This is an optimization exercise on Yosys and OpenROAD, whose aim is small area, not a production implementation.
The RTL was checked by simulation tests, not by an equivalence proof against the original design.
The flow treats the clock pin as an ideal source, which a real chip does not have.
Power and IR drop assume default switching activity.

==> run F <==
// urcontrol_engine
module urcontrol_engine (
    input  wire        clk,
    input  wire        rst,
    input  wire        tick,
    input  wire        cmd_valid,
    output wire        cmd_ready,
    input  wire [1:0]  cmd_op,
    input  wire [13:0] cmd_addr,
    input  wire [6:0]  cmd_channel,
    input  wire [31:0] cmd_value,
    input  wire [31:0] cmd_timeout,
    output wire        rsp_valid,
    input  wire        rsp_ready,
    output wire [1:0]  rsp_op,
    output wire [2:0]  rsp_status,
    output wire [31:0] rsp_value,
    output wire        rsp_found,
    output wire        rsp_confirmed,
    output wire        tx_valid,
    input  wire        tx_ready,
    output wire [7:0]  tx_data,
    output wire        tx_last,
    input  wire        rx_valid,
    input  wire [7:0]  rx_data,
    input  wire        rx_last,
    output wire        dec_valid,
    output wire [2:0]  dec_kind,
    output wire [6:0]  dec_channel,
    output wire [13:0] dec_param,
    output wire [31:0] dec_value,
    output wire        busy
);
==> flow/config.mk <==
export PLATFORM = sky130hd
export DESIGN_NAME = urcontrol_engine
export DESIGN_NICKNAME = urcontrol_engine
export VERILOG_FILES = /design/flow/design.v
export SDC_FILE = /design/flow/constraint.sdc
export NUM_CORES = 4
export LEC_CHECK = 0
export CAP_MARGIN = 20
export CORE_MARGIN = 2
export CORE_UTILIZATION = 40
export SLEW_MARGIN = 20
==> flow/constraint.sdc <==
create_clock -name core_clock -period 10.0 [get_ports {clk}]
set_input_delay 2.0000 -clock core_clock [delete_from_list [all_inputs] [get_ports {clk}]]
set_output_delay 2.0000 -clock core_clock [all_outputs]
set_load 0.01 [all_outputs]
standard.sh (not shown) runs the stock make flow with config.mk's settings and CLKGATE_MAP_FILE= SYNTH_SCRIPT=/design/flow/synth_recipe.tcl, a recipe that flattens the netlist after the stock synthesis.
==> flow/flow/run.sh <==
#!/bin/bash
# Standard ORFS layout (bash standard.sh) with two changes:
# - port buffers are buf_1 (one buffer on every input and output port);
# - CTS inserts no dummy loads and uses clkbuf_8 clock buffers.
export BUFFER_PORTS_ARGS="-buffer_cell sky130_fd_sc_hd__buf_1"
export CTS_ARGS="-sink_clustering_enable -repair_clock_nets -dont_use_dummy_load -buf_list {sky130_fd_sc_hd__clkbuf_8} -sink_clustering_size 30"
bash standard.sh > standard_run.log 2>&1
==> run H: changes against run F <==
--- a/flow/design.v
+++ b/flow/design.v
@@ -36,15 +36,16 @@
     reg [1:0]  op;
     reg [13:0] a;
     reg [6:0]  c;
     reg [31:0] v;
     reg [31:0] timer;
     reg        qph;         
     reg [4:0]  idx;
-    reg        ent_valid;   
+    reg        ent_valid;
+    reg [31:0] ent_value;
     reg [4:0]  rx_len;
     reg        rx_ok;       
     reg [1:0]  rx_cand;
     reg        dec_valid_r;
     reg [13:0] f_param;
     reg [6:0]  f_chan;
     reg [31:0] f_value;
@@ -78,29 +79,29 @@
             5'd16: txb = {1'b0, s[13:7]};
             5'd17: txb = {1'b0, s[6:0]};
             5'd18: txb = 8'hF7;
             default: txb = 8'h00;
         endcase
     end
     wire last_idx = f_ka ? (idx == 5'd8) : f_chg ? (idx == 5'd18) : (idx == 5'd14);
-    wire match = (timer == v);
+    wire match = (ent_value == v);
     assign cmd_ready     = !rst && idle;
     assign busy          = !idle;
     assign tx_valid      = !rst && send;
     assign tx_data       = txb;
     assign tx_last       = last_idx;
     assign rsp_valid     = !rst && resp;
     assign rsp_op        = op;
     assign rsp_found     = ent_valid;
     assign rsp_confirmed = ent_valid && op[0] && match;
     assign rsp_status    = !op[1]     ? 3'd0 :
                            !ent_valid ? 3'd2 :
                            !op[0]     ? 3'd1 :
                            match      ? 3'd3 : 3'd4;
-    assign rsp_value     = timer;
+    assign rsp_value     = ent_value;
     wire [7:0] b = rx_data;
     reg        ok_n;
     reg [1:0]  cand_n;
     always @(*) begin
         ok_n   = rx_ok;
         cand_n = rx_cand;
         case (rx_len)
@@ -126,18 +127,18 @@
             default: ;
         endcase
     end
     wire [4:0] len_n = (rx_len == 5'd21) ? 5'd21 : rx_len + 5'd1;
     reg len_ok;
     always @(*) begin
         case (cand_n)
-            K_KA:    len_ok = (rx_len == 5'd8);
-            K_CHG:   len_ok = (rx_len == 5'd18);
-            K_QRY:   len_ok = (rx_len == 5'd14);
-            default: len_ok = (rx_len == 5'd19);
+            K_KA:    len_ok = (len_n == 5'd9);
+            K_CHG:   len_ok = (len_n == 5'd19);
+            K_QRY:   len_ok = (len_n == 5'd15);
+            default: len_ok = (len_n == 5'd20);
         endcase
     end
     wire kind_ok   = ok_n && len_ok;
     wire has_flds  = kind_ok && (cand_n != K_KA);
     wire has_value = kind_ok && cand_n[0];
     wire is_chg   = (rx_cand == K_CHG);
     wire mid      = rx_valid && !rx_last;
@@ -165,31 +166,32 @@
             endcase
         end
         if (idle) begin
             op    <= cmd_op;
             a     <= cmd_addr;
             c     <= cmd_channel;
             v     <= cmd_value;
-            timer <= cmd_op[1] ? cmd_timeout : 32'd0;
+            timer <= cmd_timeout;
             qph   <= (cmd_op == 2'd2);
         end else if (send) begin
             if (tx_ready && last_idx) qph <= 1'b1;
-        end
-        if (ent_wr)
-            timer <= f_value;
-        else if (wait_ && !found && !expired && tick)
-            timer <= timer - 32'd1;
+        end else if (wait_) begin
+            if (!found && !expired && tick) timer <= timer - 32'd1;
+        end
         if (send && tx_ready)
             idx <= last_idx ? 5'd0 : idx + 5'd1;
         else if (!send)
             idx <= 5'd0;
-        if (idle)
+        if (idle) begin
             ent_valid <= 1'b0;
-        else if (ent_wr)
+            ent_value <= 32'd0;
+        end else if (ent_wr) begin
             ent_valid <= 1'b1;
+            ent_value <= f_value;
+        end
         if (rst) begin
             rx_len      <= 5'd0;
             dec_valid_r <= 1'b0;
         end else begin
             dec_valid_r <= fin;
             if (rx_valid)
                 rx_len <= rx_last ? 5'd0 : len_n;
==> flow/run.sh (new file) <==
#!/bin/bash
# synth_recipe.tcl (not shown) runs the flow's synth.tcl, then flattens the netlist and writes it again
# the make line also repeats each setting of config.mk as NAME=value (left out here)
make -C /OpenROAD-flow-scripts/flow DESIGN_CONFIG=/design/flow/config.mk WORK_HOME=/design/flow/orfs CLKGATE_MAP_FILE= SYNTH_SCRIPT=/design/flow/synth_recipe.tcl finish
removed: flow/flow/run.sh
removed: flow/standard.sh
==> run Y: changes against run F <==
==> flow/flow/run.sh (replaced) <==
#!/bin/bash
# Standard ORFS layout (bash standard.sh) with two changes:
# - port buffers are buf_1 (one buffer on every input and output port);
# - CTS inserts no dummy loads and uses clkbuf_8 clock buffers.
export BUFFER_PORTS_ARGS="-buffer_cell sky130_fd_sc_hd__buf_1"
export CTS_ARGS="-sink_clustering_enable -repair_clock_nets -dont_use_dummy_load -buf_list {sky130_fd_sc_hd__clkbuf_8} -sink_clustering_size 22"
bash standard.sh > standard_run.log 2>&1
Settings changed: CORE_UTILIZATION 40 to 65.
==> results.txt <==
• overall global routing resource usage: 23.2%
• total power divided by cell area: 223 nW/µm²
• Detailed Route WL: 29500 µm
• switching power summed over all nets: 1.05 mW
• HPWL after detailed placement: 22200 µm
• worst hold margin: 0.523 ns
• Critical Path Slowest Stage Cell: sky130_fd_sc_hd__clkdlybuf4s50_1
• initial antenna violation count: 1
• root cell of the clock tree: sky130_fd_sc_hd__clkbuf_16
• Routed met1 length: 13200 µm
• clock buffer and inverter area fraction after layout: 5.11%
• Clock Power: 0.738 mW
• number of global-route vias before repair: 7435
• share of synthesized area spent on multiplexers: 3.75%
• ratio of cells with drive above 1 in the final layout: 5.76%
• Seq cells post-synth: 190
• Starting Density: 41.0%
• area of the die: 25500 µm²
• run status: finished clean
• Routed met3 length: 1470 µm
That was run H.
==> results.txt <==
• share of synthesized area spent on multiplexers: 0.825%
• Clock Power: 0.356 mW
• Routed met3 length: 3290 µm
• root cell of the clock tree: sky130_fd_sc_hd__clkbuf_8
• Seq cells post-synth: 158
• overall global routing resource usage: 37.5%
• run status: finished clean
• Starting Density: 66.5%
• total power divided by cell area: 252 nW/µm²
• initial antenna violation count: 0
• Critical Path Slowest Stage Cell: sky130_fd_sc_hd__nor4_1
• switching power summed over all nets: 1.05 mW
That was run Y.
==> results.txt <==
• run status: finished clean
• post-layout instance area: 10100 µm²
• Routed met1 length: 11900 µm
• Routed met3 length: 1900 µm
• clock buffer and inverter area fraction after layout: 2.32%
• HPWL after detailed placement: 21300 µm
• number of global-route vias before repair: 7044
• Clock Power: 0.358 mW
• EDFF count, synth: 149
• total power divided by cell area: 248 nW/µm²
• worst hold margin: 0.520 ns
• final-layout fill cell count: 2088
• Seq cells post-synth: 158
• area of the die: 23200 µm²
• switching power summed over all nets: 1.04 mW
• post-CTS setup buffer count: 0
• Starting Density: 40.6%
• via count normalized by instance count: 5.75
• ratio of cells with drive above 1 in the final layout: 4.56%
• initial antenna violation count: 2
• Detailed Route WL: 27900 µm
• overall global routing resource usage: 23.8%
That was run F.

* * *

==> run M <==
==> flow/design.v <==
module urcontrol_engine (
    input  wire        clk,
    input  wire        rst,
    input  wire        tick,
    input  wire        cmd_valid,
    output wire        cmd_ready,
    input  wire [1:0]  cmd_op,
    input  wire [13:0] cmd_addr,
    input  wire [6:0]  cmd_channel,
    input  wire [31:0] cmd_value,
    input  wire [31:0] cmd_timeout,
    output wire        rsp_valid,
    input  wire        rsp_ready,
    output wire [1:0]  rsp_op,
    output wire [2:0]  rsp_status,
    output wire [31:0] rsp_value,
    output wire        rsp_found,
    output wire        rsp_confirmed,
    output wire        tx_valid,
    input  wire        tx_ready,
    output wire [7:0]  tx_data,
    output wire        tx_last,
    input  wire        rx_valid,
    input  wire [7:0]  rx_data,
    input  wire        rx_last,
    output wire        dec_valid,
    output wire [2:0]  dec_kind,
    output wire [6:0]  dec_channel,
    output wire [13:0] dec_param,
    output wire [31:0] dec_value,
    output wire        busy
);
    localparam [1:0] S_IDLE = 2'd0, S_SEND = 2'd1, S_WAIT = 2'd2, S_RESP = 2'd3;
    localparam [1:0] K_KA = 2'd0, K_CHG = 2'd1, K_QRY = 2'd2, K_REP = 2'd3;
    reg [1:0]  fsm;
    reg [1:0]  op;
    reg [13:0] a;
    reg [6:0]  c;
    reg [31:0] v;
    reg [31:0] timer;
    reg        qph;         
    reg [4:0]  idx;
    reg        ent_valid;   
    reg [4:0]  rx_len;
    reg        rx_ok;       
    reg [1:0]  rx_cand;
    reg        dec_valid_r;
    reg [13:0] f_param;
    reg [6:0]  f_chan;
    reg [31:0] f_value;
    wire idle = (fsm == S_IDLE);
    wire send = (fsm == S_SEND);
    wire wait_ = (fsm == S_WAIT);
    wire resp = (fsm == S_RESP);
    wire f_ka  = !qph && (op == 2'd0);
    wire f_chg = !qph && (op != 2'd0);
    wire [34:0] s = {{3{v[31]}}, v};
    reg [7:0] txb;
    always @(*) begin
        txb = 8'h00;
        case (idx)
            5'd0:  txb = 8'hF0;
            5'd1:  txb = 8'h43;
            5'd2:  txb = qph ? 8'h30 : 8'h10;
            5'd3:  txb = 8'h3E;
            5'd4:  txb = 8'h14;
            5'd5:  txb = f_ka ? 8'h00 : 8'h01;
            5'd6:  txb = f_chg ? 8'h01 : 8'h04;
            5'd7:  txb = f_chg ? 8'h00 : 8'h02;
            5'd8:  txb = f_ka ? 8'hF7 : f_chg ? {1'b0, a[13:7]} : 8'h00;
            5'd9:  txb = f_chg ? {1'b0, a[6:0]} : {1'b0, a[13:7]};
            5'd10: txb = f_chg ? 8'h00 : {1'b0, a[6:0]};
            5'd11: txb = 8'h00;
            5'd12: txb = f_chg ? {1'b0, c} : 8'h00;
            5'd13: txb = f_chg ? {1'b0, s[34:28]} : {1'b0, c};
            5'd14: txb = f_chg ? {1'b0, s[27:21]} : 8'hF7;
            5'd15: txb = {1'b0, s[20:14]};
            5'd16: txb = {1'b0, s[13:7]};
            5'd17: txb = {1'b0, s[6:0]};
            5'd18: txb = 8'hF7;
            default: txb = 8'h00;
        endcase
    end
    wire last_idx = f_ka ? (idx == 5'd8) : f_chg ? (idx == 5'd18) : (idx == 5'd14);
    wire match = (timer == v);
    assign cmd_ready     = !rst && idle;
    assign busy          = !idle;
    assign tx_valid      = !rst && send;
    assign tx_data       = txb;
    assign tx_last       = last_idx;
    assign rsp_valid     = !rst && resp;
    assign rsp_op        = op;
    assign rsp_found     = ent_valid;
    assign rsp_confirmed = ent_valid && op[0] && match;
    assign rsp_status    = !op[1]     ? 3'd0 :
                           !ent_valid ? 3'd2 :
                           !op[0]     ? 3'd1 :
                           match      ? 3'd3 : 3'd4;
    assign rsp_value     = timer;
    wire [7:0] b = rx_data;
    reg        ok_n;
    reg [1:0]  cand_n;
    always @(*) begin
        ok_n   = rx_ok;
        cand_n = rx_cand;
        case (rx_len)
            5'd0: ok_n = (b == 8'hF0);
            5'd1: ok_n = rx_ok && (b == 8'h43);
            5'd2: begin
                ok_n   = rx_ok && (b == 8'h10 || b == 8'h30);
                cand_n = b[5] ? K_QRY : K_REP;
            end
            5'd3: ok_n = rx_ok && (b == 8'h3E);
            5'd4: ok_n = rx_ok && (b == 8'h14);
            5'd5: begin
                ok_n = rx_ok && ((b == 8'h00 && rx_cand == K_REP) || b == 8'h01);
                if (b == 8'h00) cand_n = K_KA;
            end
            5'd6: begin
                ok_n = rx_ok && (b == 8'h04 || (b == 8'h01 && rx_cand == K_REP));
                if (b == 8'h01) cand_n = K_CHG;
            end
            5'd7: ok_n = rx_ok && (b == ((rx_cand == K_CHG) ? 8'h00 : 8'h02));
            5'd8: ok_n = rx_ok && ((rx_cand == K_CHG) ||
                                   (b == ((rx_cand == K_KA) ? 8'hF7 : 8'h00)));
            default: ;
        endcase
    end
    wire [4:0] len_n = (rx_len == 5'd21) ? 5'd21 : rx_len + 5'd1;
    reg len_ok;
    always @(*) begin
        case (cand_n)
            K_KA:    len_ok = (rx_len == 5'd8);
            K_CHG:   len_ok = (rx_len == 5'd18);
            K_QRY:   len_ok = (rx_len == 5'd14);
            default: len_ok = (rx_len == 5'd19);
        endcase
    end
    wire kind_ok   = ok_n && len_ok;
    wire has_flds  = kind_ok && (cand_n != K_KA);
    wire has_value = kind_ok && cand_n[0];
    wire is_chg   = (rx_cand == K_CHG);
    wire mid      = rx_valid && !rx_last;
    wire fin      = rx_valid && rx_last;
    wire par_sh   = mid && (rx_len == 5'd8 || rx_len == 5'd9 || (rx_len == 5'd10 && !is_chg));
    wire chan_ld  = mid && (rx_len == (is_chg ? 5'd12 : 5'd13));
    assign dec_valid   = dec_valid_r;
    assign dec_kind    = rx_ok ? {1'b0, rx_cand} : 3'd4;
    assign dec_channel = f_chan;
    assign dec_param   = f_param;
    assign dec_value   = f_value;
    wire hit = dec_valid_r && rx_ok && (rx_cand == K_REP) && (f_chan == c) && (f_param == a);
    wire found = ent_valid || hit;
    wire expired = !found && (timer == 32'd0);
    wire ent_wr = hit && ((send && qph) || wait_);
    always @(posedge clk) begin
        if (rst) begin
            fsm <= S_IDLE;
        end else begin
            case (fsm)
                S_IDLE: if (cmd_valid) fsm <= S_SEND;
                S_SEND: if (tx_ready && last_idx && !(f_chg && op[1])) fsm <= qph ? S_WAIT : S_RESP;
                S_WAIT: if (found || expired) fsm <= S_RESP;
                default: if (rsp_ready) fsm <= S_IDLE;
            endcase
        end
        if (idle) begin
            op    <= cmd_op;
            a     <= cmd_addr;
            c     <= cmd_channel;
            v     <= cmd_value;
            timer <= cmd_op[1] ? cmd_timeout : 32'd0;
            qph   <= (cmd_op == 2'd2);
        end else if (send) begin
            if (tx_ready && last_idx) qph <= 1'b1;
        end
        if (ent_wr)
            timer <= f_value;
        else if (wait_ && !found && !expired && tick)
            timer <= timer - 32'd1;
        if (send && tx_ready)
            idx <= last_idx ? 5'd0 : idx + 5'd1;
        else if (!send)
            idx <= 5'd0;
        if (idle)
            ent_valid <= 1'b0;
        else if (ent_wr)
            ent_valid <= 1'b1;
        if (rst) begin
            rx_len      <= 5'd0;
            dec_valid_r <= 1'b0;
        end else begin
            dec_valid_r <= fin;
            if (rx_valid)
                rx_len <= rx_last ? 5'd0 : len_n;
        end
        if (rx_valid) begin
            rx_ok   <= rx_last ? kind_ok : ok_n;
            rx_cand <= cand_n;
        end
        if (mid)
            f_value <= {f_value[24:0], b[6:0]};
        else if (fin && !has_value)
            f_value <= 32'd0;
        if (par_sh)
            f_param <= {f_param[6:0], b[6:0]};
        else if (fin && !has_flds)
            f_param <= 14'd0;
        if (chan_ld)
            f_chan <= b[6:0];
        else if (fin && !has_flds)
            f_chan <= 7'd0;
    end
endmodule
==> flow/flow/run.sh <==
#!/bin/bash
# Standard ORFS layout (bash standard.sh) with two changes:
# - port buffers are buf_1 (one buffer on every input and output port);
# - CTS inserts no dummy loads and uses clkbuf_8 clock buffers.
export BUFFER_PORTS_ARGS="-buffer_cell sky130_fd_sc_hd__buf_1"
export CTS_ARGS="-sink_clustering_enable -repair_clock_nets -dont_use_dummy_load -buf_list {sky130_fd_sc_hd__clkbuf_8}"
bash standard.sh > standard_run.log 2>&1
==> flow/standard.sh <==
#!/bin/bash
# synth_recipe.tcl (not shown) runs the flow's synth.tcl, then flattens the netlist and writes it again
# the make line also repeats each setting of config.mk as NAME=value (left out here)
make -C /OpenROAD-flow-scripts/flow DESIGN_CONFIG=/design/flow/config.mk WORK_HOME=/design/flow/orfs CLKGATE_MAP_FILE= SYNTH_SCRIPT=/design/flow/synth_recipe.tcl "${@:-finish}"
==> flow/config.mk <==
export PLATFORM = sky130hd
export DESIGN_NAME = urcontrol_engine
export DESIGN_NICKNAME = urcontrol_engine
export VERILOG_FILES = /design/flow/design.v
export SDC_FILE = /design/flow/constraint.sdc
export NUM_CORES = 4
export LEC_CHECK = 0
export CAP_MARGIN = 20
export CORE_MARGIN = 2
export CORE_UTILIZATION = 40
export SLEW_MARGIN = 20
==> flow/constraint.sdc <==
create_clock -name core_clock -period 10.0 [get_ports {clk}]
set_input_delay 2.0000 -clock core_clock [delete_from_list [all_inputs] [get_ports {clk}]]
set_output_delay 2.0000 -clock core_clock [all_outputs]
set_load 0.01 [all_outputs]
==> inputs of run A, as changes to run M <==
==> flow/flow/run.sh (replaced) <==
#!/bin/bash
# Standard ORFS layout (bash standard.sh) with three changes:
# - port buffers are buf_1 (one buffer on every input and output port);
# - CTS inserts no dummy loads and uses clkbuf_8 clock buffers;
# - after CTS, clock buffers that drive few flip-flops become clkbuf_4
#   (flow/post_cts.tcl).
export BUFFER_PORTS_ARGS="-buffer_cell sky130_fd_sc_hd__buf_1"
export CTS_ARGS="-sink_clustering_enable -repair_clock_nets -dont_use_dummy_load -buf_list {sky130_fd_sc_hd__clkbuf_8}"
export POST_CTS_TCL="$PWD/flow/post_cts.tcl"
bash standard.sh > standard_run.log 2>&1
==> flow/flow/post_cts.tcl (new file) <==
# Downsize lightly loaded leaf clock buffers (clkbuf_8 -> clkbuf_4).
set small [[ord::get_db] findMaster sky130_fd_sc_hd__clkbuf_4]
set n 0
foreach inst [[ord::get_db_block] getInsts] {
  if { [[$inst getMaster] getName] != "sky130_fd_sc_hd__clkbuf_8" } { continue }
  set onet [[$inst findITerm X] getNet]
  if { $onet == "NULL" } { continue }
  set sinks 0
  set leaf 1
  foreach it [$onet getITerms] {
    if { [$it isOutputSignal] } { continue }
    if { [[[$it getInst] getMaster] getName] == "sky130_fd_sc_hd__clkbuf_8" } { set leaf 0 }
    incr sinks
  }
  if { $leaf && $sinks <= 9 } {
    $inst swapMaster $small
    incr n
  }
}
puts "post_cts: downsized $n clock buffers"
estimate_parasitics -placement
==> results.txt <==
Reg-to-Reg End: run M f_value[22]$_SDFFCE_PN0P_; run A f_value[27]$_SDFFCE_PN0P_
Met3 Wirelength: run M 1900 µm; run A 1890 µm
Share of cell area taken by flip-flops and latches: run M 0.461; run A 0.463
Area growth from synthesis to layout: run M 14.8%; run A 14.2%
Final-layout non-clock buffer area share: run M 0.0873; run A 0.0878
Fraction of power consumed by the clock network: run M 0.143; run A 0.128
Post-layout min period: run M 5270 ps; run A 5330 ps
VDD IR-drop max: run M 0.116 mV; run A 0.115 mV
Combined global-route utilization of all metal layers: run M 0.238; run A 0.238
Run status: run M timing/DRC/antenna clean; run A timing/DRC/antenna clean
Transition time at the pin with the least slew margin: run M 898 ps; run A 892 ps
Sequential cell fraction of total power: run M 0.515; run A 0.523
Critical path peak fanout: run M 25; run A 32
Int Pwr: run M 1.47 mW; run A 1.43 mW
Worst clock skew: run M 30.4 ps; run A 28.1 ps
Routed wl met2: run M 13300 µm; run A 13200 µm
Layout clock area frac: run M 0.0232; run A 0.0177
Crit share post-route: run M 0.527; run A 0.533
Areal power density over the cells: run M 248 nW/µm²; run A 245 nW/µm²
Category of the worst setup path capture point: run M output pin; run A flop

-- re-timing with driven ports --
No port has a modelled driver above. Below, the same layouts with a new extraction and two added sets of constraints.
Step 1 (the two cells are an assumption about what drives the block):
set clk [get_ports {clk}]
set_driving_cell -lib_cell sky130_fd_sc_hd__clkbuf_16 $clk
set_driving_cell -lib_cell sky130_fd_sc_hd__buf_2 [delete_from_list [all_inputs] $clk]
Step 2 also shifts input and output timing later by t, the mid clock arrival at the registers, as if the neighbouring blocks saw the same clock.
Slacks: ideal / step 1 / step 2; pairs: ideal / step 1.
run	t, ns	setup WS [ns]	worst slew at a driven data input, ns
run F	0.481	4.733 / 4.692 / 4.289	0.07
run H	0.489	4.543 / 4.515 / 4.230	0.08
run Y	0.490	4.863 / 4.847 / 4.384	0.06
run M	0.481	4.733 / 4.692 / 4.289	0.07
run A	0.470	4.670 / 4.692 / 4.222	0.08
After both steps every run listed still meets setup and hold. The setup slack of run Y, which loses most, moves by -0.016 ns with the drivers and by -0.479 ns with both steps.
